From an optimization exercise on the open Yosys and OpenROAD flow, aimed at small area, a short achievable clock period and few clock cycles; shortcuts taken in it are not production practice. The RTL was checked by simulation tests, not by an equivalence proof against the original design. Power and IR drop assume default switching activity.

<file path="design.v">
module mbxrc (
    input  wire        clk,
    input  wire        rst,         
    input  wire        side_fw,     
    input  wire        req_valid,
    input  wire        req_we,
    input  wire [7:0]  req_addr,
    input  wire [31:0] req_wdata,
    output reg         req_ready,
    output reg  [31:0] req_rdata,
    output reg         mem_valid,
    output reg         mem_we,
    output reg  [6:0]  mem_addr,
    output reg  [31:0] mem_wdata,
    input  wire        mem_ready,
    input  wire [31:0] mem_rdata,
    output reg         diag_valid,
    output reg  [31:0] diag_data
);
    localparam [31:0] MAGIC_VALID = 32'hC0DE600D;
    localparam [31:0] MAGIC_TOMB  = 32'hC0DEDEAD;
    localparam [3:0] ST_OK = 4'd0, ST_NONE = 4'd1, ST_EINVARG = 4'd2, ST_ENOSPC = 4'd3,
                     ST_EINVAL = 4'd4, ST_ERES = 4'd5, ST_ETIMEOUT = 4'd6,
                     ST_EILLEGAL = 4'd7, ST_ESTATE = 4'd8, ST_EFAULT = 4'd9;
    localparam [4:0] O_TOPHYS = 5'b00_001, O_WRMSG = 5'b00_010, O_RDMSG = 5'b00_011,
                     O_WRCMD  = 5'b00_100, O_RDCMD = 5'b00_101,
                     O_PUT    = 5'b01_000, O_GET   = 5'b01_001, O_PEEK  = 5'b01_010,
                     O_REF    = 5'b01_011, O_GETC  = 5'b01_100, O_CLEAR = 5'b01_101,
                     O_DUMP   = 5'b01_110,
                     O_OPEN   = 5'b10_000, O_ATTACH = 5'b10_001, O_CLOSE = 5'b10_010,
                     O_SIGRD  = 5'b10_011, O_SIGWR  = 5'b10_100, O_WAIT  = 5'b10_101;
    localparam IDLE = 0,  ONE  = 1,  RC   = 2,  RW   = 3,  PCHK = 4,  XF   = 5,
               PPUB = 6,  F0   = 7,  F3   = 8,  F4   = 9,  F1   = 10, F2   = 11,
               GWR  = 12, TOMB = 13, FIN  = 14, D1   = 15, D2   = 16, D3   = 17,
               D4   = 18, D5   = 19, OPN  = 20, ATT  = 21, SIG  = 22, W0   = 23,
               WC   = 24, WT   = 25, PRE  = 26, NS   = 27;
    reg [NS-1:0] sv;
    reg [4:0]  o;
    reg [1:0]  ch;
    reg [2:0]  clc;               
    reg [6:0]  cso;               
    reg        tbf, idx, ph;
    reg        eflag;
    reg [3:0]  k;
    reg [2:0]  n, nt;
    reg        fE, fS, fM, fV, fT, f32, nospc, match, aerr;
    reg [5:0]  delta;
    reg [31:0] pos;
    reg [31:0] wcr;               
    reg [5:0]  fw;                
    reg [6:0]  fa;                
    reg [4:0]  ira;               
    reg [3:0]  status;
    reg [31:0] arg0, arg1, res0, res1, clen;
    reg [31:0] m0, m1, m2, m3, m4, m5;
    reg [31:0] cw0, cw1, cw2, cw3, cw4, cw5, cw6, cw7;
    reg        opened;
    reg        v_arg0, v_arg1, v_res0, v_res1, v_clen, v_m0, v_m1, v_m2, v_m3, v_m4, v_m5, v_cw0, v_cw1, v_cw2, v_cw3, v_cw4, v_cw5, v_cw6, v_cw7;
    reg [2:0]  lc0, lc1, lc2, lc3;       
    reg [6:0]  so1, so2, so3;            
    wire [31:0] w    = req_wdata;
    wire [7:0]  wopc = w[31:24];
    wire [4:0]  wo   = {wopc[5:4], wopc[2:0]};
    reg wmatch, wuch;
    always @(*) begin
        wmatch = 1'b0;
        wuch   = 1'b0;
        case (wopc)
            8'h01, 8'h20, 8'h21, 8'h22, 8'h25: wmatch = (w[23:0] == 24'd0);
            8'h02, 8'h03, 8'h04, 8'h05, 8'h11, 8'h12, 8'h16: begin
                wmatch = (w[15:0] == 16'd0); wuch = 1'b1;
            end
            8'h10: begin wmatch = (w[15:11] == 5'd0) && (w[7:0] == 8'd0); wuch = 1'b1; end
            8'h13: begin wmatch = (w[15:12] == 4'd0) && (w[10:0] == 11'd0); wuch = 1'b1; end
            8'h14, 8'h15: begin wmatch = (w[15:9] == 7'd0) && (w[7:0] == 8'd0); wuch = 1'b1; end
            8'h23, 8'h24: wmatch = (w[23:17] == 7'd0) && (w[15:0] == 16'd0);
            default: ;
        endcase
    end
    wire wprod  = (w[17] == side_fw);
    wire wcodec = (wo == O_WRMSG) || (wo == O_RDMSG) || (wo == O_WRCMD) || (wo == O_RDCMD);
    reg [3:0] westat;
    reg       weflag;
    always @(*) begin
        weflag = 1'b1;
        westat = ST_OK;
        if (!wmatch || (wuch && (w[23:18] != 6'd0)))
            westat = ST_EILLEGAL;
        else if (wuch && !opened)
            westat = ST_ESTATE;
        else if (((wo == O_PUT) || (wo == O_WRMSG) || (wo == O_WRCMD)) && !wprod)
            westat = ST_ESTATE;
        else if (((wo == O_GET) || (wo == O_CLEAR)) && wprod)
            westat = ST_ESTATE;
        else if ((wo == O_PUT) && (!w[8] || !w[9] || !(v_clen && (clen == 32'd32))))
            westat = ST_EINVARG;
        else if (((wo == O_GETC) || (wo == O_CLEAR)) && !w[8])
            westat = ST_EINVARG;
        else if (wcodec && v_arg0 && (arg0[1:0] != 2'd0))
            westat = ST_EFAULT;
        else if ((wo == O_GETC) && v_m4 && (m4[1:0] != 2'd0))
            westat = ST_EFAULT;
        else if ((wo == O_CLEAR) && v_m5 && (m5[1:0] != 2'd0))
            westat = ST_EFAULT;
        else
            weflag = 1'b0;
    end
    wire wput   = (wo == O_PUT);
    wire wrefpv = (wo == O_REF) && w[11];
    wire wring  = (wo == O_PUT) || (wo == O_GET) || (wo == O_PEEK) || (wo == O_REF) ||
                  (wo == O_CLEAR) || (wo == O_DUMP);
    wire wxf    = (wo == O_RDMSG) || (wo == O_RDCMD) || (wo == O_GETC);
    wire wpre   = (wo == O_WRMSG) || (wo == O_WRCMD) || (wo == O_SIGWR);
    wire       wrcsel = !(wput || wrefpv);
    wire       wgetc  = (wo == O_GETC);
    wire [5:0] m4w    = v_m4 ? m4[7:2] : 6'd0;
    wire [6:0] ga0    = 7'd18 + {1'b0, m4w & ~(6'h3F << lc0)};
    wire [6:0] ga1    = so1   + {1'b0, m4w & ~(6'h3F << lc1)};
    wire [6:0] ga2    = so2   + {1'b0, m4w & ~(6'h3F << lc2)};
    wire [6:0] ga3    = so3   + {1'b0, m4w & ~(6'h3F << lc3)};
    reg  [6:0] wga;
    always @(*) begin
        case (w[17:16])
            2'd0: wga = ga0;
            2'd1: wga = ga1;
            2'd2: wga = ga2;
            default: wga = ga3;
        endcase
    end
    wire [2:0] wch1   = {1'b0, w[17:16]} + 3'd1;
    reg [2:0] wlc;
    reg [6:0] wso;
    always @(*) begin
        case (w[17:16])
            2'd0: begin wlc = lc0; wso = 7'd18; end
            2'd1: begin wlc = lc1; wso = so1;   end
            2'd2: begin wlc = lc2; wso = so2;   end
            default: begin wlc = lc3; wso = so3; end
        endcase
    end
    wire [5:0] cmask = ~(6'h3F << clc);            
    wire [8:0] clen9 = 9'd4 << clc;                
    reg  [2:0] wl;                                 
    wire walk_end = (wl == 3'd0);
    reg  [2:0] wwmax;
    always @(*) begin
        case (wlc)
            3'd4: wwmax = 3'd1;
            3'd5: wwmax = 3'd2;
            3'd6: wwmax = 3'd4;
            default: wwmax = 3'd0;
        endcase
    end
    reg is_put, is_get, is_getc, is_clear, is_dump, is_rcv, xf_wr, is_msg;
    wire xf_m     = is_msg || (is_put && !ph);
    wire xf_last  = xf_m ? (k[2:0] == 3'd5) : (k[2:0] == 3'd7);
    wire put_k0   = is_put && !ph && (k == 4'd0);
    wire put_stop = nospc || (pos[1:0] != 2'd0);
    wire [31:0] dd   = wcr - pos;
    wire        dE   = (wcr == pos);
    wire        dS   = (dd[31:5] == 27'd0) && (dd[4:0] < 5'd24);
    wire [7:0] cc0l   = pos[7:0] + 8'd24;
    wire [8:0] remv   = clen9 - {1'b0, cc0l & {cmask, 2'b11}};
    wire [5:0] cdelta = (remv < 9'd32) ? (6'd24 + remv[5:0]) : 6'd24;
    wire [6:0] need   = {1'b0, delta} + 7'd32;
    wire [10:0] wlo   = {1'b0, dd[9:0]} + {2'b00, clen9};
    wire        whi0  = wlo[10] ? (dd[31:10] == 22'h3FFFFF) : (dd[31:10] == 22'd0);
    wire        cnospc = whi0 && (wlo[9:7] == 3'd0) && (wlo[6:0] < need);
    reg  [31:0] ax, ay, amk;
    reg  [9:0]  smv;
    always @(*) begin
        ax  = v_arg0 ? arg0 : 32'd0;
        ay  = 32'd0;
        amk = 32'hFFFFFFFF;
        smv = 10'd0;
        if (sv[IDLE]) begin                                         
            ax = v_m4 ? m4 : 32'd0;
            ay = v_m3 ? m3 : 32'd0;
        end
        if (sv[ONE])  begin ay = 32'hFFFFFFFF; amk = v_arg1 ? arg1 : 32'd0; end    
        if (sv[PCHK]) begin ax = pos; ay = {26'd0, delta}; end      
        if (sv[XF])   begin
            if (is_put) begin ax = m4; ay = 32'd32; end             
            else ay = (o == O_WRMSG) ? 32'd24 : 32'd32;             
        end
        if (sv[F3]) begin
            if (is_dump) begin amk = 32'd0; smv = {7'd0, n}; end    
            else ax = pos;                                          
        end
        if (sv[F2] || sv[WC]) ax = pos;                             
        if (sv[WT]) begin ax = pos; ay = 32'd1; end                 
        if (sv[W0]) amk = 32'd0;                                    
        if (sv[OPN]) begin amk = 32'd0; smv = 10'h1C8; end
        if (sv[ATT]) begin amk = 32'd0; smv = {anext[7:0], 2'b00}; end
    end
    wire [31:0] ab    = ((ax + ay) & amk) | {22'd0, smv};
    wire [31:0] inc32 = mem_rdata + 32'd32;
    wire [7:0] aoff  = (k[3:1] == 3'd0) ? 8'd18 : pos[7:0];        
    wire       ao_ok = (mem_rdata[31:10] == 22'd0) && (mem_rdata[9:0] == {aoff, 2'b00});
    wire [6:0] al    = mem_rdata[8:2];
    wire       al_1h = (al != 7'd0) && ((al & (al - 7'd1)) == 7'd0);
    wire [8:0] anext = {1'b0, aoff} + {2'b00, al};
    wire       al_ok = (mem_rdata[31:9] == 23'd0) && (mem_rdata[1:0] == 2'd0) && al_1h &&
                       (anext <= 9'd128);
    reg  [2:0] acode;
    always @(*) begin
        case (1'b1)
            al[6]: acode = 3'd6;
            al[5]: acode = 3'd5;
            al[4]: acode = 3'd4;
            al[3]: acode = 3'd3;
            al[2]: acode = 3'd2;
            al[1]: acode = 3'd1;
            default: acode = 3'd0;
        endcase
    end
    wire       astep_ok = k[0] ? al_ok : ao_ok;
    reg [31:0] apack;
    always @(*) begin
        apack = pos;
        apack[7:0] = anext[7:0];
        case (k[2:1])
            2'd0: begin apack[10:8]  = acode; apack[23:17] = anext[6:0]; end
            2'd1: begin apack[13:11] = acode; apack[30:24] = anext[6:0]; end
            default: apack[16:14] = acode;
        endcase
    end
    wire opw_pres = req_we && (req_addr == 8'd0);
    wire op_start = sv[IDLE] && req_valid && opw_pres;
    wire getc0    = op_start && !weflag && wgetc && mem_ready;    
    wire reg_wr   = sv[IDLE] && req_valid && req_we;
    wire f3fail = fE || fS || fM || (is_rcv && !fV) || (is_dump && !fV && !fT) ||
                  (is_clear && !fT);
    wire wdone  = match || (pos == (v_arg1 ? arg1 : 32'd0));
    reg acc, awe, done, wait_hs;
    reg [3:0] fstat;
    always @(*) begin
        acc = sv[IDLE] | sv[RC] | sv[RW] | sv[PPUB] | sv[F0] | sv[F1] | sv[F2] | sv[GWR] |
              sv[TOMB] | sv[D1] | sv[D2] | sv[D3] | sv[D4] | sv[D5] | sv[OPN] | sv[ATT] | sv[SIG] |
              sv[WT] | (sv[XF] && !(put_k0 && put_stop)) |
              (sv[F3] && (!f3fail || is_clear)) |
              (sv[F4] && (f32 || is_clear)) |
              (sv[FIN] && is_clear);
        awe = sv[PPUB] | sv[GWR] | sv[TOMB] | sv[OPN] | (sv[SIG] && (o == O_SIGWR)) |
              (sv[XF] && xf_wr) |
              (is_clear && ((sv[F3] && f3fail) | (sv[F4] && !f32) | sv[FIN]));
        done = sv[ONE] | sv[PPUB] | sv[GWR] | sv[FIN] | sv[SIG] |
               (sv[XF] && ((put_k0 && put_stop) || (xf_last && !is_put))) |
               (sv[F3] && f3fail) | (sv[F4] && !f32) | (sv[F2] && !is_get) |
               (sv[OPN] && (k == 4'd15)) | (sv[ATT] && (k == 4'd7)) | (sv[WC] && wdone);
        wait_hs = acc;
        fstat = ST_OK;
        if (sv[XF] && put_k0) fstat = nospc ? ST_ENOSPC : ST_EFAULT;
        if (sv[F3]) begin
            if (fE)      fstat = is_rcv ? ST_NONE : ST_OK;
            else if (fS) fstat = ST_ERES;
            else if (fM) fstat = ST_EFAULT;
            else         fstat = is_clear ? ST_OK : ST_EINVAL;
        end
        if (sv[F4] || sv[FIN]) fstat = ST_ERES;
        if (sv[ATT] && (aerr || !al_ok)) fstat = ST_ERES;
        if (sv[WC] && !match) fstat = ST_ETIMEOUT;
    end
    wire hs   = acc && mem_ready;
    wire fin  = done && (!wait_hs || mem_ready);
    wire adv  = !acc || mem_ready;
    wire wfetch = sv[PRE] || (sv[PCHK] && is_put) || (sv[F2] && mem_ready) ||
                  (sv[XF] && xf_wr && mem_ready);
    wire xf_more = !xf_last || (is_put && !ph);
    reg [NS-1:0] nx;
    always @(*) begin
        nx = {NS{1'b0}};
        if (op_start) begin
            if (weflag || (wo == O_TOPHYS) || (wo == O_CLOSE)) nx[ONE] = 1'b1;
            else if (wxf)                  nx[XF]  = 1'b1;
            else if (wpre)                 nx[PRE] = 1'b1;
            else if (wrefpv)               begin nx[F0] = mem_ready; nx[RW] = !mem_ready; end
            else if (wring)                begin nx[RW] = mem_ready; nx[RC] = !mem_ready; end
            else if (wo == O_OPEN)         nx[OPN] = 1'b1;
            else if (wo == O_ATTACH)       nx[ATT] = 1'b1;
            else if (wo == O_SIGRD)        nx[SIG] = 1'b1;
            else                           nx[W0]  = 1'b1;
        end else if (sv[IDLE])
            nx[IDLE] = 1'b1;
        if (!sv[IDLE] && !adv) nx = sv;
        else if (!sv[IDLE]) begin
            if (sv[RC])   nx[RW]   = 1'b1;
            if (sv[RW])   begin nx[PCHK] = is_put; nx[TOMB] = is_clear; nx[F0] = !is_put && !is_clear; end
            if (sv[PCHK]) nx[XF]   = 1'b1;
            if (sv[PRE])  begin nx[SIG] = (o == O_SIGWR); nx[XF] = (o != O_SIGWR); end
            if (sv[XF])   begin nx[XF] = xf_more; nx[PPUB] = xf_last && is_put && ph; end
            if (sv[F0])   nx[F3]   = 1'b1;
            if (sv[F3])   nx[F4]   = 1'b1;
            if (sv[F4])   begin
                nx[D1]  = is_dump && fV;
                nx[F1]  = is_rcv;
                nx[FIN] = !is_rcv && !(is_dump && fV) && walk_end;
                nx[F0]  = !is_rcv && !(is_dump && fV) && !walk_end;
            end
            if (sv[F1])   nx[F2]   = 1'b1;
            if (sv[F2])   nx[GWR]  = 1'b1;
            if (sv[TOMB]) nx[F0]   = 1'b1;
            if (sv[D1])   nx[D2]   = 1'b1;
            if (sv[D2])   nx[D3]   = 1'b1;
            if (sv[D3])   nx[D4]   = 1'b1;
            if (sv[D4])   nx[D5]   = 1'b1;
            if (sv[D5])   begin nx[FIN] = walk_end; nx[F0] = !walk_end; end
            if (sv[OPN])  nx[OPN]  = 1'b1;
            if (sv[ATT])  nx[ATT]  = 1'b1;
            if (sv[W0])   nx[WC]   = 1'b1;
            if (sv[WC])   nx[WT]   = 1'b1;
            if (sv[WT])   nx[WC]   = 1'b1;
        end
        if (fin) begin
            nx = {NS{1'b0}};
            nx[IDLE] = 1'b1;
        end
    end
    wire [5:0] cmask_x = sv[IDLE] ? ~(6'h3F << wlc) : cmask;
    wire [6:0] cso_x   = sv[IDLE] ? wso : cso;
    wire [2:0] ch1_x   = sv[IDLE] ? wch1 : ({1'b0, ch} + 3'd1);
    wire fail_n = dE || dS || (pos[1:0] != 2'd0) || (mem_rdata != MAGIC_TOMB);
    wire f32_n  = (mem_rdata == 32'd32);
    reg [5:0] fsrc;
    reg [5:0] fdel;
    always @(*) begin
        fsrc = fw;
        fdel = 6'd0;
        if (sv[IDLE]) fsrc = wrefpv ? ab[7:2] : ((wo == O_GETC) ? (v_m4 ? m4[7:2] : 6'd0) :
                                                              (v_arg0 ? arg0[7:2] : 6'd0));
        if (sv[IDLE] && wgetc && mem_ready) fdel = 6'd1;
        if (sv[PRE])  fsrc = v_arg0 ? arg0[7:2] : 6'd0;
        if (sv[RW])   fsrc = is_clear ? (v_m5 ? m5[7:2] : 6'd0) : pos[7:2];
        if (sv[PCHK] || sv[TOMB]) fsrc = pos[7:2];
        if (sv[XF]) begin
            if (xf_last) fsrc = m4[7:2];
            else fdel = 6'd1;
        end
        if (sv[F0]) fdel = 6'd3;
        if (sv[F3]) fdel = (is_dump && fV) ? 6'h3D : 6'd1;   
        if (sv[F1] || sv[D1] || sv[D2] || sv[D3]) fdel = 6'd1;
        if (sv[F4]) begin
            if (is_rcv) fdel = 6'h3D;                            
            else if (is_dump && fV) fdel = 6'd1;
            else begin fsrc = mem_rdata[7:2]; fdel = 6'd8; end
        end
        if (sv[D5]) begin fsrc = mem_rdata[7:2]; fdel = 6'd8; end
    end
    wire [5:0] fw_n    = (fsrc + fdel) & cmask_x;
    wire [6:0] field_n = cso_x + {1'b0, fw_n};
    wire use_ctrl = (sv[IDLE] && wring && !(wrefpv && mem_ready)) || sv[RC] ||
                    (sv[XF] && xf_last && ph) || sv[F2] ||
                    (sv[F0] && is_clear && fail_n) || (sv[F3] && is_clear && !f32_n) ||
                    (((sv[F4] && !is_rcv && !(is_dump && fV)) || sv[D5]) && walk_end);
    wire rcs = sv[IDLE] ? (mem_ready ? !wrcsel : wrcsel) :
               sv[RC]   ? is_put :
               !sv[XF];
    reg       use_oth;
    reg [6:0] oth;
    always @(*) begin
        use_oth = 1'b1;
        oth     = 7'd0;
        if (sv[IDLE] && ((wo == O_OPEN) || (wo == O_ATTACH))) oth = 7'd2;
        else if (sv[IDLE] && (wo == O_SIGRD)) oth = {6'd0, w[16]};
        else if (sv[PRE] && (o == O_SIGWR))   oth = {6'd0, idx};
        else if (sv[OPN]) oth = 7'd3 + {3'd0, k};
        else if (sv[ATT]) oth = 7'd2 + {2'd0, k[2:1] + {1'b0, k[0]}, 2'b00} + {6'd0, !k[0]};
        else if (sv[WC])  oth = 7'd0;
        else use_oth = 1'b0;
    end
    wire [6:0] fa_n = use_ctrl ? {2'b00, ch1_x, 1'b0, rcs} : (use_oth ? oth : field_n);
    always @(*) begin
        mem_valid = acc;
        mem_we    = awe;
        mem_addr  = sv[IDLE] ? (wgetc ? wga : {2'b00, wch1, 1'b0, wrcsel}) : fa;
    end
    reg [31:0] opd;
    always @(*) begin
        case (k[1:0])
            2'd0: case (k[3:2])
                      2'd0: opd = 32'h48;
                      2'd1: opd = 32'h88;
                      2'd2: opd = 32'h108;
                      default: opd = 32'h148;
                  endcase
            2'd1: opd = k[2] ? 32'd128 : 32'd64;
            default: opd = 32'd0;
        endcase
    end
    wire [4:0]  ra = req_addr[4:0] | ira;
    wire        rz = (req_addr[7:5] == 3'd0);
    wire [3:0]  e  = 4'd1 << ra[1:0];
    wire [5:0]  h  = {ra[4:2] == 3'd5, ra[4:2] == 3'd4, ra[4:2] == 3'd3,
                      ra[4:2] == 3'd2, ra[4:2] == 3'd1, ra[4:2] == 3'd0};
    wire [31:0] g0 = ({32{e[1]}} & {28'd0, status}) | ({32{e[2] && v_arg0}} & arg0) |
                     ({32{e[3] && v_arg1}} & arg1);
    wire [31:0] g1 = ({32{e[0] && v_res0}} & res0) | ({32{e[1] && v_res1}} & res1) |
                     ({32{e[2] && v_clen}} & clen);
    wire [31:0] g2 = ({32{e[0] && v_m0}} & m0) | ({32{e[1] && v_m1}} & m1) |
                     ({32{e[2] && v_m2}} & m2) | ({32{e[3] && v_m3}} & m3);
    wire [31:0] g3 = ({32{e[0] && v_m4}} & m4) | ({32{e[1] && v_m5}} & m5);
    wire [31:0] g4 = ({32{e[0] && v_cw0}} & cw0) | ({32{e[1] && v_cw1}} & cw1) |
                     ({32{e[2] && v_cw2}} & cw2) | ({32{e[3] && v_cw3}} & cw3);
    wire [31:0] g5 = ({32{e[0] && v_cw4}} & cw4) | ({32{e[1] && v_cw5}} & cw5) |
                     ({32{e[2] && v_cw6}} & cw6) | ({32{e[3] && v_cw7}} & cw7);
    always @(*) begin
        req_rdata = {32{rz}} & (({32{h[0]}} & g0) | ({32{h[1]}} & g1) | ({32{h[2]}} & g2) |
                                ({32{h[3]}} & g3) | ({32{h[4]}} & g4) | ({32{h[5]}} & g5));
    end
    always @(*) begin
        if (sv[TOMB])
            mem_wdata = MAGIC_TOMB;
        else if (sv[OPN])
            mem_wdata = opd;
        else if (sv[F3] || sv[F4] || sv[FIN])
            mem_wdata = pos;
        else
            mem_wdata = wcr;
    end
    always @(*) begin
        req_ready = sv[IDLE] ? !opw_pres : fin;
    end
    always @(*) begin
        diag_valid = ((sv[F4] && is_dump && fV && f32) || sv[D1] || sv[D2] || sv[D3] ||
                      sv[D4] || sv[D5]) && mem_ready;
        diag_data  = sv[D5] ? pos : mem_rdata;
    end
    wire [31:0] wb = (sv[IDLE] && !(opw_pres && wgetc)) ? req_wdata :
                     ((sv[PCHK] || (sv[XF] && is_put)) ? ab : mem_rdata);
    wire rd_xf = sv[XF] && !xf_wr && mem_ready;
    wire put_pub = sv[XF] && put_k0 && !nospc;
    wire rcv_f4 = sv[F4] && f32 && is_rcv && mem_ready;
    wire we_a0  = reg_wr && (req_addr == 8'd2);
    wire we_a1  = reg_wr && (req_addr == 8'd3);
    wire we_cl  = reg_wr && (req_addr == 8'd6);
    wire set_cl = rd_xf && !xf_m && xf_last;
    wire we_m0  = (reg_wr && (req_addr == 8'd8))  || (rd_xf && xf_m && (k[2:0] == 3'd0));
    wire we_m1  = (reg_wr && (req_addr == 8'd9))  || (rd_xf && xf_m && (k[2:0] == 3'd1)) ||
                  (sv[F1] && mem_ready);
    wire we_m2  = (reg_wr && (req_addr == 8'd10)) || (rd_xf && xf_m && (k[2:0] == 3'd2)) ||
                  (sv[F2] && mem_ready);
    wire we_m3  = (reg_wr && (req_addr == 8'd11)) || (rd_xf && xf_m && (k[2:0] == 3'd3));
    wire we_m4  = (reg_wr && (req_addr == 8'd12)) || (rd_xf && xf_m && (k[2:0] == 3'd4)) ||
                  (sv[PCHK] && !cnospc) || rcv_f4;
    wire we_m5  = (reg_wr && (req_addr == 8'd13)) || (rd_xf && xf_m && (k[2:0] == 3'd5));
    wire m5_ab  = sv[F2] && mem_ready;
    wire we_cw0 = (reg_wr && (req_addr == 8'd16)) || (rd_xf && !xf_m && (k[2:0] == 3'd0)) || getc0;
    wire we_cw1 = (reg_wr && (req_addr == 8'd17)) || (rd_xf && !xf_m && (k[2:0] == 3'd1));
    wire we_cw2 = (reg_wr && (req_addr == 8'd18)) || (rd_xf && !xf_m && (k[2:0] == 3'd2));
    wire we_cw3 = (reg_wr && (req_addr == 8'd19)) || (rd_xf && !xf_m && (k[2:0] == 3'd3));
    wire we_cw4 = (reg_wr && (req_addr == 8'd20)) || (rd_xf && !xf_m && (k[2:0] == 3'd4));
    wire we_cw5 = (reg_wr && (req_addr == 8'd21)) || (rd_xf && !xf_m && (k[2:0] == 3'd5));
    wire we_cw6 = (reg_wr && (req_addr == 8'd22)) || (rd_xf && !xf_m && (k[2:0] == 3'd6));
    wire we_cw7 = (reg_wr && (req_addr == 8'd23)) || (rd_xf && !xf_m && (k[2:0] == 3'd7)) ||
                  (put_pub && tbf);
    wire clr_ok  = fE || (!fS && !fM);
    wire we_r0 = (sv[ONE] && !eflag && (o == O_TOPHYS)) ||
                 (put_pub && (pos[1:0] == 2'd0)) ||
                 (sv[XF] && xf_wr && xf_last && !is_put && mem_ready) ||
                 (sv[F3] && fin && is_clear && clr_ok) ||
                 (sv[F3] && is_dump && fE) ||
                 rcv_f4 ||
                 (sv[OPN] && (k == 4'd15) && mem_ready) ||
                 (sv[ATT] && (k == 4'd7) && mem_ready && !aerr && al_ok) ||
                 (sv[SIG] && (o == O_SIGRD) && mem_ready) ||
                 (sv[WC] && wdone);
    wire [31:0] res0_d = sv[F4] ? inc32 : (sv[SIG] ? mem_rdata : ab);
    wire we_r1 = (sv[PCHK] && !cnospc && (pos[1:0] == 2'd0)) ||
                 (sv[F3] && fin && is_clear && clr_ok) ||
                 (sv[F3] && is_dump && fE);
    wire [31:0] res1_d = sv[F3] ? {29'd0, is_dump ? nt : n} : ab;
    wire we_pos = (op_start && (wrefpv || mem_ready)) || (sv[RC] && mem_ready) ||
                  (sv[F4] && f32 && !is_rcv && !(is_dump && fV) && mem_ready) ||
                  (sv[D5] && mem_ready) || (sv[ATT] && k[0] && mem_ready) ||
                  sv[W0] || (sv[WT] && mem_ready);
    wire [31:0] pos_d = (sv[F4] || sv[D5]) ? inc32 :
                        sv[ATT] ? apack :
                        ((sv[IDLE] && wrefpv) || sv[W0] || sv[WT]) ? ab : mem_rdata;
    wire we_wcr = (op_start && wrefpv && mem_ready) || (sv[RW] && mem_ready);
    always @(posedge clk) begin
        if (rst) begin
            sv     <= {{(NS-1){1'b0}}, 1'b1};
            ira    <= 5'd0;
            status <= ST_OK;
            v_arg0 <= 1'b0; v_arg1 <= 1'b0; v_res0 <= 1'b0; v_res1 <= 1'b0; v_clen <= 1'b0;
            v_m0 <= 1'b0; v_m1 <= 1'b0; v_m2 <= 1'b0; v_m3 <= 1'b0; v_m4 <= 1'b0; v_m5 <= 1'b0;
            v_cw0 <= 1'b0; v_cw1 <= 1'b0; v_cw2 <= 1'b0; v_cw3 <= 1'b0; v_cw4 <= 1'b0; v_cw5 <= 1'b0; v_cw6 <= 1'b0; v_cw7 <= 1'b0;
            opened <= 1'b0;
        end else begin
            sv <= nx;
            if (we_a0) v_arg0 <= 1'b1;
            if (we_a1) v_arg1 <= 1'b1;
            if (we_cl || set_cl) v_clen <= 1'b1;
            if (we_m0 || rcv_f4) v_m0 <= 1'b1;
            if (we_m1) v_m1 <= 1'b1;
            if (we_m2) v_m2 <= 1'b1;
            if (we_m3 || rcv_f4) v_m3 <= 1'b1;
            if (we_m4) v_m4 <= 1'b1;
            if (we_m5 || m5_ab) v_m5 <= 1'b1;
            if (we_cw0) v_cw0 <= 1'b1;
            if (we_cw1) v_cw1 <= 1'b1;
            if (we_cw2) v_cw2 <= 1'b1;
            if (we_cw3) v_cw3 <= 1'b1;
            if (we_cw4) v_cw4 <= 1'b1;
            if (we_cw5) v_cw5 <= 1'b1;
            if (we_cw6) v_cw6 <= 1'b1;
            if (we_cw7) v_cw7 <= 1'b1;
            if (we_r0) v_res0 <= 1'b1;
            if (we_r1) v_res1 <= 1'b1;
            if (we_a0) arg0 <= req_wdata;
            if (we_a1) arg1 <= req_wdata;
            if (we_cl) clen <= req_wdata; else if (set_cl) clen <= 32'd32;
            if (we_m0) m0 <= wb; else if (rcv_f4) m0 <= MAGIC_VALID;
            if (we_m1) m1 <= wb;
            if (we_m2) m2 <= wb;
            if (we_m3) m3 <= wb; else if (rcv_f4) m3 <= 32'd32;
            if (we_m4) m4 <= wb;
            if (we_m5) m5 <= wb; else if (m5_ab) m5 <= ab;
            if (we_cw0) cw0 <= wb;
            if (we_cw1) cw1 <= wb;
            if (we_cw2) cw2 <= wb;
            if (we_cw3) cw3 <= wb;
            if (we_cw4) cw4 <= wb;
            if (we_cw5) cw5 <= wb;
            if (we_cw6) cw6 <= wb;
            if (we_cw7) cw7 <= wb;
            if (we_r0) res0 <= res0_d;
            if (we_r1) res1 <= res1_d;
            if (op_start && weflag) status <= westat;
            else if (fin && !(sv[ONE] && eflag)) status <= fstat;
            if (fin)
                ira <= 5'd0;
            else if (op_start)
                ira <= ((wo == O_PUT) || (wo == O_WRMSG)) ? 5'd8 :
                       (wo == O_WRCMD) ? 5'd16 :
                       (wo == O_SIGWR) ? 5'd2 :
                       (wo == O_GET) ? 5'd4 : 5'd0;
            else if (wfetch)
                ira <= (ira == 5'd13) ? 5'd16 : ((ira == 5'd23) ? 5'd4 : ira + 5'd1);
            if (op_start) begin
                is_put   <= (wo == O_PUT);
                is_get   <= (wo == O_GET);
                is_getc  <= (wo == O_GETC);
                is_clear <= (wo == O_CLEAR);
                is_dump  <= (wo == O_DUMP);
                is_rcv   <= (wo == O_GET) || (wo == O_PEEK) || (wo == O_REF);
                xf_wr    <= (wo == O_WRMSG) || (wo == O_WRCMD) || (wo == O_PUT);
                is_msg   <= (wo == O_WRMSG) || (wo == O_RDMSG);
                wl       <= wwmax;
                clc   <= wlc;
                cso   <= wso;
                o     <= wo;
                ch    <= w[17:16];
                tbf   <= w[10];
                idx   <= w[16];
                n     <= 3'd0;
                nt    <= 3'd0;
                aerr  <= 1'b0;
                eflag <= weflag;
                k     <= {3'd0, getc0};
                ph    <= 1'b0;
            end
            if (hs && (sv[XF] || sv[OPN] || sv[ATT])) begin
                if (sv[XF] && xf_last) begin
                    k  <= 4'd0;
                    ph <= 1'b1;
                end else
                    k <= k + 4'd1;
            end
            if (sv[ONE] && !eflag && (o == O_CLOSE)) opened <= 1'b0;
            if (sv[RW]) delta <= cdelta;
            if (sv[PCHK]) nospc <= cnospc;
            if (sv[F0]) begin
                fE <= dE;
                fS <= dS;
                fM <= (pos[1:0] != 2'd0);
                fV <= (mem_rdata == MAGIC_VALID);
                fT <= (mem_rdata == MAGIC_TOMB);
            end
            if (sv[F3]) f32 <= f32_n;
            if (sv[F4] && f32 && !is_rcv && !(is_dump && fV) && mem_ready) begin
                if (is_dump) nt <= nt + 3'd1; else n <= n + 3'd1;
                wl <= wl - 3'd1;
            end
            if (sv[D5] && mem_ready) begin
                n  <= n + 3'd1;
                wl <= wl - 3'd1;
            end
            if (sv[OPN] && mem_ready && (k == 4'd15)) begin
                lc0 <= 3'd4; lc1 <= 3'd5; lc2 <= 3'd4; lc3 <= 3'd5;
                so1 <= 7'd34; so2 <= 7'd66; so3 <= 7'd82;
                opened <= 1'b1;
            end
            if (sv[ATT] && mem_ready) begin
                if (!astep_ok) aerr <= 1'b1;
                if ((k == 4'd7) && !aerr && al_ok) begin
                    lc0 <= pos[10:8]; lc1 <= pos[13:11]; lc2 <= pos[16:14]; lc3 <= acode;
                    so1 <= pos[23:17]; so2 <= pos[30:24]; so3 <= pos[6:0];
                    opened <= 1'b1;
                end
            end
            if (sv[W0]) match <= 1'b0;
            if (sv[WT] && mem_ready) match <= (mem_rdata == (v_arg0 ? arg0 : 32'd0));
            if (we_pos) pos <= pos_d;
            if (wfetch) wcr <= req_rdata;
            else if (we_wcr) wcr <= mem_rdata;
            if (sv[IDLE] || adv) begin
                fw <= fw_n;
                fa <= fa_n;
            end
        end
    end
endmodule
</file>
<file path="run.sh">
#!/bin/bash
# synth_recipe.tcl (not shown) runs the flow's synth.tcl, then flattens the netlist and writes it again
# the make line also repeats each setting of config.mk as NAME=value (left out here)
make -C /OpenROAD-flow-scripts/flow DESIGN_CONFIG=/design/flow/config.mk WORK_HOME=/design/flow/orfs CLKGATE_MAP_FILE= SYNTH_SCRIPT=/design/flow/synth_recipe.tcl finish
</file>
<file path="config.mk">
export PLATFORM = sky130hd
export DESIGN_NAME = mbxrc
export DESIGN_NICKNAME = mbxrc
export VERILOG_FILES = /design/flow/design.v
export SDC_FILE = /design/flow/constraint.sdc
export NUM_CORES = 8
export LEC_CHECK = 0
export CAP_MARGIN = 20
export CORE_MARGIN = 2
export CORE_UTILIZATION = 40
export CTS_CLUSTER_DIAMETER = 60
export CTS_CLUSTER_SIZE = 20
export SETUP_SLACK_MARGIN = 4
export SLEW_MARGIN = 20
</file>
<file path="constraint.sdc">
create_clock -name core_clock -period 10.0 [get_ports {clk}]
set_input_delay 2.0000 -clock core_clock [delete_from_list [all_inputs] [get_ports {clk}]]
set_output_delay 2.0000 -clock core_clock [all_outputs]
set_load 0.01 [all_outputs]
</file>
==> results.tsv, run 1 <==
metric	value	unit
via count	47100	
worst-margin pin slew	1.19	ns
Synth warnings	1	
Final TNS setup	0	ns
Total GRT Usage	37.7	%
drc violations	0	
Root Buffer	clkbuf_16	
asr flop ratio synth	0	%
placer congestion estimate	1.05	
dpl cells	6598	
count of final setup violators	0	
final net count	5448	
reg2reg start	pos[19]$_DFFE_PP_	
final core occ	49.1	%
commonest non-fill, non-tap cells in the layout	edfxtp_1, nand2_1, nor2_1, a21oi_1, o21ai_0	
initial core utilization	40.3	%
hold path endpoint	sv[6]$_SDFFE_PP0N_	
Crit path arrival time	4.41	ns
worst-path fanout max	6	
DR iter-0 viols	8550	
clock-pin slew on the worst setup and hold paths	0.08	ns
initial antenna violation count	7	
Crit Path Category	input pin to primary output	
Peak VDD IR	0.133	mV
die width	354	um
worst reg2reg setup slack	4.08	ns
Hold WS	0.482	ns
Die Footprint	126000	sq um
Startpoint Class	input pin	
vias in the first global route	42800	
Final Cycle Share	64.1	%
Placement Cell Area	53100	sq um
max_slew headroom	19.7	%
total congestion overflow	0	
#FFs+latches synth	829	
Routed Antenna Nets	0	
Syn Inst Count	4998	
Core ar.	122000	sq um
main flop type after synthesis	edfxtp_1	
vias per cell	6.81	
DRT Pass-1 Iters	9	
setup ws final	3.59	ns
cell area after layout	59900	sq um
largest net degree at the start of global routing	68	
Max Fclk	156	MHz
Post-synth EDFFs	773	
FF-to-FF End	m4[18]$_DFFE_PP_	
std cell rows	128	
hpwl dp	175000	um
I/O pins	185	
deepest clock path buffer count	3	
Final Power	7.68	mW
status	timing/DRC/antenna clean	
Seq/Total Area, Yosys	49.6	%
fraction of layout cells with a size suffix above 1	17.4	%
cell area power density	128	nW/um^2
syn avg cell area	9.82	sq um
RSZ-0062 raised after global routing	yes	
Pleak	21.1	nW
CTS Buf Count	81	
CTS Sinks	829	
Critical Path Sink Type	primary output	
hold path startpoint	sv[6]$_SDFFE_PP0N_	
CTS tree	yes	
Max-Cap Viols	0	
Slew Limit Fails	0	
port buffer count	184	
wire length per cell	35.7	um
Data required, critical path	8.00	ns
synth-to-layout area growth	22.0	%
hold path cells	2	
Layout Cells excl Fill	6913	
worst-skew pair later-pin latency	0.70	ns
Hold Violations, Final	0	
post-synth net total	5231	
first-pass GRT wire length	338000	um
Setup WS pre-CTS	1.63	ns
die height	354	um
HP Class	register to register	
WL final	247000	um
CTS Hold Buffers Added	0	
H-tree depth	3	
Post-Syn Area	49100	sq um
post-synth cell types	97	
commonest non-fill, non-tap cell in the layout	edfxtp_1	
clk_skew	0.0318	ns
reg2reg path depth	14	
Final min period	6.41	ns
==> power breakdown <==
group	total, mW	internal [mW]	switching (mW)
registers	3.80	3.78	0.0177
clock network	3.39	1.79	1.60
logic	0.490	0.167	0.323
==> worst max-delay path, cell delays in order <==
cell      delay, ns
buf_12         0.11
or2_4          0.24
buf_12         0.14
buf_6          0.11
and3_4         0.23
buf_6          0.15
buf_16         0.13
a222oi_1       0.49
nor2_2         0.15
nor4_4         0.35
nor2_4         0.14
buf_6          0.16
==> worst max-delay path by stage <==
stage | start | to | slack, ns | depth (start not counted)
after floorplan | is_put$_DFFE_PP_ | fa[6]$_SDFFCE_PP0P_ | 3.91 | 31
after global placement | req_addr[0] | req_rdata[13] | 1.70 | 10
after detailed placement | req_addr[0] | req_rdata[13] | 1.63 | 11
after CTS | req_addr[1] | req_rdata[14] | 3.61 | 12
after global routing | req_addr[0] | req_rdata[3] | 3.54 | 12
final | req_addr[0] | req_rdata[10] | 3.59 | 12
==> synth_stat cells (42+ instances only) <==
library cell  instances  area share, %
nor2_1              492            3.8
ha_1                146            3.7
xnor2_1              88            1.6
nand4_1              42           0.54
mux2i_1              62            1.3
nor4_1               82            1.0
and2_1               44           0.56
nand2_1             482            3.7
and3_1               53           0.68
dfxtp_1              56            2.3
a22oi_1             169            2.6
a221oi_1             97            1.7
nor3_1              102            1.0
a211oi_1             53           0.81
a31oi_1              63           0.80
a21oi_1             380            3.9
clkbuf_1            332            2.5
a21o_1               64           0.98
xor2_1               48           0.86
o21ai_0             291            3.0
inv_1               162            1.2
edfxtp_1            773             47
a22o_1               70            1.2
nand3_1             116            1.2
o22ai_1             127            1.6
==> routing by layer <==
metal  up-vias  wire length, um  track usage [%]
met5         -               63                0
li1      19600                -                -
met3       757            33200             11.1
met2      3772           102000             54.5
met4         8            19000             23.7
met1     23000            91900             49.6
==> cell families (layout without fill, tap and decap cells) <==
kind of cell / count (synthesis) / after routing / share of synthesized area [%]
AO/OA/AOI/OAI: 1634 / 1634 / 22.2
XOR/XNOR: 136 / 136 / 2.43
adder cells (fa/ha/maj): 155 / 155 / 4.09
buffers and inverters: 540 / 813 / 4.27
flip-flops: 829 / 829 / 49.6
multiplexers: 103 / 103 / 2.21
other: 0 / 9 / 0
AND/OR/NAND/NOR: 1601 / 1609 / 15.3
==> repair_timing <==
item | CTS | global route
pin swaps | 133 | 79
buffers inserted | 110 | 24
gates cloned | 20 | 4
endpoints found under the setup margin | 331 | 219
resized for setup | 576 | 107
==> final cells by class <==
cell class	instances	area, sq um
timing repair buffer	499	5060
clock buffer	84	2060
antenna	9	22.5
inverter	167	658
multi-input combinational	3637	24900
tap	1625	2030
clock inverter	63	817
sequential	829	24400
fill	11000	62000
Testbench counts, summed over its fixed seeds: cycles 45,556.
==> inputs of run 2 (changes only) <==
--- a/design.v
+++ b/design.v
@@ -35,3 +35,3 @@
                D4   = 18, D5   = 19, OPN  = 20, ATT  = 21, SIG  = 22, W0   = 23,
-               WC   = 24, WT   = 25, PRE  = 26, NS   = 27;
+               WC   = 24, WT   = 25, PRE  = 26, W1   = 27, NS   = 28;
     reg [NS-1:0] sv;
@@ -45,3 +45,3 @@
     reg [2:0]  n, nt;
-    reg        fE, fS, fM, fV, fT, f32, nospc, match, aerr;
+    reg        fE, fS, fM, fV, fT, f32, nospc, polled, aerr;
     reg [5:0]  delta;
@@ -114,17 +114,2 @@
     wire       wrcsel = !(wput || wrefpv);
-    wire       wgetc  = (wo == O_GETC);
-    wire [5:0] m4w    = v_m4 ? m4[7:2] : 6'd0;
-    wire [6:0] ga0    = 7'd18 + {1'b0, m4w & ~(6'h3F << lc0)};
-    wire [6:0] ga1    = so1   + {1'b0, m4w & ~(6'h3F << lc1)};
-    wire [6:0] ga2    = so2   + {1'b0, m4w & ~(6'h3F << lc2)};
-    wire [6:0] ga3    = so3   + {1'b0, m4w & ~(6'h3F << lc3)};
-    reg  [6:0] wga;
-    always @(*) begin
-        case (w[17:16])
-            2'd0: wga = ga0;
-            2'd1: wga = ga1;
-            2'd2: wga = ga2;
-            default: wga = ga3;
-        endcase
-    end
     wire [2:0] wch1   = {1'b0, w[17:16]} + 3'd1;
@@ -189,5 +174,6 @@
         end
-        if (sv[F2] || sv[WC]) ax = pos;                             
-        if (sv[WT]) begin ax = pos; ay = 32'd1; end                 
-        if (sv[W0]) amk = 32'd0;                                    
+        if (sv[F2]) ax = pos;                                       
+        if (sv[F1]) begin ax = m4; ay = 32'd32; end                 
+        if (sv[W1]) amk = 32'd0;                                    
+        if (sv[WT]) begin ax = res0; ay = 32'd1; end                
         if (sv[OPN]) begin amk = 32'd0; smv = 10'h1C8; end
@@ -229,3 +215,2 @@
     wire op_start = sv[IDLE] && req_valid && opw_pres;
-    wire getc0    = op_start && !weflag && wgetc && mem_ready;    
     wire reg_wr   = sv[IDLE] && req_valid && req_we;
@@ -233,3 +218,4 @@
                   (is_clear && !fT);
-    wire wdone  = match || (pos == (v_arg1 ? arg1 : 32'd0));
+    wire wmatch_n = polled && dE;                                   
+    wire wdone  = wmatch_n || (res0 == (v_arg1 ? arg1 : 32'd0));
     reg acc, awe, done, wait_hs;
@@ -261,3 +247,3 @@
         if (sv[ATT] && (aerr || !al_ok)) fstat = ST_ERES;
-        if (sv[WC] && !match) fstat = ST_ETIMEOUT;
+        if (sv[WC] && !wmatch_n) fstat = ST_ETIMEOUT;
     end
@@ -309,3 +295,4 @@
             if (sv[ATT])  nx[ATT]  = 1'b1;
-            if (sv[W0])   nx[WC]   = 1'b1;
+            if (sv[W0])   nx[W1]   = 1'b1;
+            if (sv[W1])   nx[WC]   = 1'b1;
             if (sv[WC])   nx[WT]   = 1'b1;
@@ -330,3 +317,2 @@
                                                               (v_arg0 ? arg0[7:2] : 6'd0));
-        if (sv[IDLE] && wgetc && mem_ready) fdel = 6'd1;
         if (sv[PRE])  fsrc = v_arg0 ? arg0[7:2] : 6'd0;
@@ -374,3 +360,3 @@
         mem_we    = awe;
-        mem_addr  = sv[IDLE] ? (wgetc ? wga : {2'b00, wch1, 1'b0, wrcsel}) : fa;
+        mem_addr  = sv[IDLE] ? {2'b00, wch1, 1'b0, wrcsel} : fa;
     end
@@ -427,4 +413,3 @@
     end
-    wire [31:0] wb = (sv[IDLE] && !(opw_pres && wgetc)) ? req_wdata :
-                     ((sv[PCHK] || (sv[XF] && is_put)) ? ab : mem_rdata);
+    wire [31:0] wb = sv[IDLE] ? req_wdata : ((sv[PCHK] || (sv[XF] && is_put)) ? ab : mem_rdata);
     wire rd_xf = sv[XF] && !xf_wr && mem_ready;
@@ -432,2 +417,3 @@
     wire rcv_f4 = sv[F4] && f32 && is_rcv && mem_ready;
+    wire rcv_f1 = sv[F1] && mem_ready;
     wire we_a0  = reg_wr && (req_addr == 8'd2);
@@ -446,3 +432,3 @@
     wire m5_ab  = sv[F2] && mem_ready;
-    wire we_cw0 = (reg_wr && (req_addr == 8'd16)) || (rd_xf && !xf_m && (k[2:0] == 3'd0)) || getc0;
+    wire we_cw0 = (reg_wr && (req_addr == 8'd16)) || (rd_xf && !xf_m && (k[2:0] == 3'd0));
     wire we_cw1 = (reg_wr && (req_addr == 8'd17)) || (rd_xf && !xf_m && (k[2:0] == 3'd1));
@@ -461,3 +447,3 @@
                  (sv[F3] && is_dump && fE) ||
-                 rcv_f4 ||
+                 rcv_f1 ||
                  (sv[OPN] && (k == 4'd15) && mem_ready) ||
@@ -465,4 +451,4 @@
                  (sv[SIG] && (o == O_SIGRD) && mem_ready) ||
-                 (sv[WC] && wdone);
-    wire [31:0] res0_d = sv[F4] ? inc32 : (sv[SIG] ? mem_rdata : ab);
+                 sv[W1] || (sv[WT] && mem_ready);
+    wire [31:0] res0_d = sv[SIG] ? mem_rdata : ab;
     wire we_r1 = (sv[PCHK] && !cnospc && (pos[1:0] == 2'd0)) ||
@@ -474,7 +460,7 @@
                   (sv[D5] && mem_ready) || (sv[ATT] && k[0] && mem_ready) ||
-                  sv[W0] || (sv[WT] && mem_ready);
+                  sv[W0];
     wire [31:0] pos_d = (sv[F4] || sv[D5]) ? inc32 :
                         sv[ATT] ? apack :
-                        ((sv[IDLE] && wrefpv) || sv[W0] || sv[WT]) ? ab : mem_rdata;
-    wire we_wcr = (op_start && wrefpv && mem_ready) || (sv[RW] && mem_ready);
+                        ((sv[IDLE] && wrefpv) || sv[W0]) ? ab : mem_rdata;
+    wire we_wcr = (op_start && wrefpv && mem_ready) || ((sv[RW] || sv[WT]) && mem_ready);
     always @(posedge clk) begin
@@ -559,3 +545,3 @@
                 eflag <= weflag;
-                k     <= {3'd0, getc0};
+                k     <= 4'd0;
                 ph    <= 1'b0;
@@ -601,4 +587,4 @@
             end
-            if (sv[W0]) match <= 1'b0;
-            if (sv[WT] && mem_ready) match <= (mem_rdata == (v_arg0 ? arg0 : 32'd0));
+            if (sv[W0]) polled <= 1'b0;
+            if (sv[WT] && mem_ready) polled <= 1'b1;
             if (we_pos) pos <= pos_d;
==> results.tsv, run 2 <==
metric	value	unit	change
cell area power density	126	nW/um^2	was 128 nW/um^2
post-synth cell types	97		unchanged
Internal Pwr Total	5.58	mW	was 5.74 mW
Final Cycle Share	63.1	%	was 64.1%
Final TNS setup	0	ns	unchanged
clock network power share	43.6	%	was 44.1%
clock-pin slew on the worst setup and hold paths	0.08	ns	about the same
clk_skew	0.0376	ns	was 0.0318 ns
Slew Limit Fails	0		unchanged
count of final setup violators	0		unchanged
vias in the first global route	41300		was 42800
Crit Path Category	input pin to primary output		unchanged
status	timing/DRC/antenna clean		unchanged
drc violations	0		unchanged
post-synth net total	5030		was 5231
port buffer count	184		unchanged
deepest clock path buffer count	3		unchanged
Die Footprint	122000	sq um	was 126000 sq um
Data required, critical path	8.00	ns	about the same
DRT Pass-1 Iters	8		was 9
Synth warnings	1		unchanged
asr flop ratio synth	0	%	unchanged
Synth top cells by count	edfxtp_1, nand2_1, nor2_1, a21oi_1, clkbuf_1		was edfxtp_1, nor2_1, nand2_1, a21oi_1, clkbuf_1
post-synth top area cell	edfxtp_1		unchanged
std cell rows	126		was 128
initial core utilization	40.4	%	was 40.3%
final net count	5308		was 5448
Final Power	7.47	mW	was 7.68 mW
Total GRT Usage	36.4	%	was 37.7%
setup ws final	3.69	ns	was 3.59 ns
H-tree depth	3		unchanged
top cell type's share of synthesized area	48.5	%	was 47.3%
DR iter-0 viols	7581		was 8550
first-pass GRT wire length	317000	um	was 338000 um
synth-to-layout area growth	24.1	%	was 22.0%
main flop type after synthesis	edfxtp_1		unchanged
final core occ	50.1	%	was 49.1%
I/O pins	185		unchanged
Post-Syn Area	47800	sq um	was 49100 sq um
max_slew headroom	7.24	%	was 19.7%
Flop pwr share	50.8	%	was 49.5%
Syn Inst Count	4821		was 4998
syn avg cell area	9.92	sq um	was 9.82 sq um
Switching Share	25.3	%	was 25.2%
CTS tree	yes		unchanged
total congestion overflow	0		unchanged
Core ar.	118000	sq um	was 122000 sq um
worst-margin pin slew	1.38	ns	was 1.19 ns
HP Class	register to register		unchanged
via count	44900		was 47100
placer congestion estimate	1.01		was 1.05
RSZ-0062 raised after global routing	yes		unchanged
Placement Cell Area	51600	sq um	was 53100 sq um
Routed Antenna Nets	0		unchanged
Final min period	6.31	ns	was 6.41 ns
CTS Buf Count	77		was 81
Pleak	21.0	nW	was 21.1 nW
#FFs+latches synth	830		was 829
Seq/Total Area, Yosys	50.9	%	was 49.6%
die width	350	um	was 354 um
most common cell in the netlist	edfxtp_1		unchanged
Startpoint Class	input pin		unchanged
CTS Sinks	830		was 829
initial antenna violation count	9		was 7
combinational group share of total power	5.5	%	was 6.4%
wire length per cell	34.3	um	was 35.7 um
Crit path arrival time	4.32	ns	was 4.41 ns
largest net degree at the start of global routing	67		was 68
WL final	232000	um	was 247000 um
top cells by area, synth	edfxtp_1, nand2_1, a21oi_1		was edfxtp_1, a21oi_1, nor2_1
die height	350	um	was 354 um
Net Sw Power	1.89	mW	was 1.94 mW
Max Fclk	158	MHz	was 156 MHz
Root Buffer	clkbuf_16		unchanged
worst-path fanout max	7		was 6
commonest non-fill, non-tap cells in the layout	edfxtp_1, nand2_1, nor2_1, a21oi_1, o21ai_0		unchanged
Max-Cap Viols	0		unchanged
Post-synth EDFFs	773		unchanged
commonest non-fill, non-tap cell in the layout	edfxtp_1		unchanged
vias per cell	6.64		was 6.81
Critical Path Sink Type	primary output		unchanged
Hold Violations, Final	0		unchanged
cell area after layout	59400	sq um	was 59900 sq um
fraction of layout cells with a size suffix above 1	18.9	%	was 17.4%
Setup WS pre-CTS	1.67	ns	was 1.63 ns
worst-skew pair later-pin latency	0.71	ns	was 0.70 ns
hpwl dp	157000	um	was 175000 um
Peak VDD IR	0.129	mV	was 0.133 mV
-- run 2: changes by cell type in the layout (fill, tap and decap cells not counted), moves of 31 or more --
cell and delta:
o22ai_1 -32, a31oi_1 -31, nor2_1 -37, ha_1 -31, a21oi_1 -31, nand2_1 +40, a22o_1 +31
-- run 2: cell type report --
| type | instances | area (sq um) |
|---|---|---|
| Antenna cell | 5 | 12.5 |
| Fill cell | 10600 | 59000 |
| Clock inverter | 55 | 762 |
| Timing Repair Buffer | 561 | 5840 |
| Inverter | 160 | 613 |
| Multi-Input combinational cell | 3469 | 23800 |
| Sequential cell | 830 | 24400 |
| Clock buffer | 83 | 1970 |
| Tap cell | 1600 | 2000 |
-- run 2: timing repair --
item,4_1_cts,5_1_grt
pin swaps,171,137
gates cloned,23,6
setup endpoints to repair,290,202
hold buffers,0,0
resized for setup,557,164
endpoints found under the hold margin,0,0
buffers inserted,169,56
-- run 2: stage by stage --
step           std cells  hold slack, ns
2_1_floorplan       4821           0.418
3_3_place_gp        6365           0.426
3_5_place_dp        6365           0.431
4_1_cts             6695           0.459
5_1_grt             6760           0.476
6_report            6763           0.458
-- run 2: critical path, stage by stage --
cell      delay [ns]
buf_12          0.10
nor2_4          0.10
buf_6           0.15
nor2_4          0.05
buf_6           0.13
and2_4          0.20
buf_16          0.16
a222oi_1        0.38
nor2_1          0.18
nor4_4          0.47
nor2_2          0.09
buf_4           0.18
buf_6           0.11
-- run 2: power groups by stage --
stage | Sequential (mW) | Combinational, mW | Clock, mW
3_5_place_dp | 3.87 | 0.345 | 0
6_report | 3.80 | 0.414 | 3.26
5_1_grt | 3.80 | 0.424 | 3.38
3_3_place_gp | 3.87 | 0.342 | 0
4_1_cts | 3.80 | 0.380 | 3.26
2_1_floorplan | 3.87 | 0.166 | 0
-- run 2: path summary, 6_finish.rpt --
path	start	slack, ns	to	cells past startpoint
setup / recovery	req_addr[0]	3.69	req_rdata[14]	13
hold / removal	v_m0$_SDFFE_PP0N_	0.46	v_m0$_SDFFE_PP0N_	1
hold reg to reg	v_m0$_SDFFE_PP0N_	0.46	v_m0$_SDFFE_PP0N_	1
setup reg to reg	is_dump$_DFFE_PP_	4.04	fa[4]$_DFFE_PP_	32
-- run 2: routing by layer --
layer | track usage (%) | part of all wire (%)
met5 | 0.353 | 0.031
met4 | 22.0 | 7.9
met3 | 10.9 | 13
met2 | 53.6 | 42
met1 | 47.1 | 37
-- run 2: cell families (layout without fill, tap and decap cells) --
family,Yosys count,in the layout,synth area share [%]
other,0,5,0
xor gates and xnor gates,97,97,1.78
AOI/OAI and AO/OA,1534,1534,21.6
DFF,830,830,50.9
adders and majority gates,133,133,3.56
and+or+nand+nor,1600,1606,15.8
muxes,99,99,2.18
buffers and inverters,528,859,4.18
Testbench counts of run 2, summed over its fixed seeds: cycles 46,109.

==> re-timing with driven ports <==
The results above use ideal ports. As a check the final layouts listed here were re-extracted and re-timed, cells and wires unchanged. Step 1 (the two cells are an assumption about what drives the block):
set clk [get_ports {clk}]
set_driving_cell -lib_cell sky130_fd_sc_hd__clkbuf_16 $clk
set_driving_cell -lib_cell sky130_fd_sc_hd__buf_2 [delete_from_list [all_inputs] $clk]
Step 2 times the ports against the registers' clock, not the clock port: input delays grow and output delays shrink by t, the midpoint of the rising clock arrivals with the driver on. Slacks: no drivers / after step 1 / after step 2; pairs: no drivers / after step 1.
run | t, ns | setup slack, ns | latest minus earliest clock arrival (ns)
run 1 | 0.758 | 3.590 / 3.510 / 3.177 | 0.032 / 0.032
run 2 | 0.766 | 3.685 / 3.630 / 3.049 | 0.038 / 0.038
After both steps every run listed still meets setup and hold. The setup slack of run 2, which loses most, moves by -0.055 ns with the drivers and by -0.636 ns with both steps.
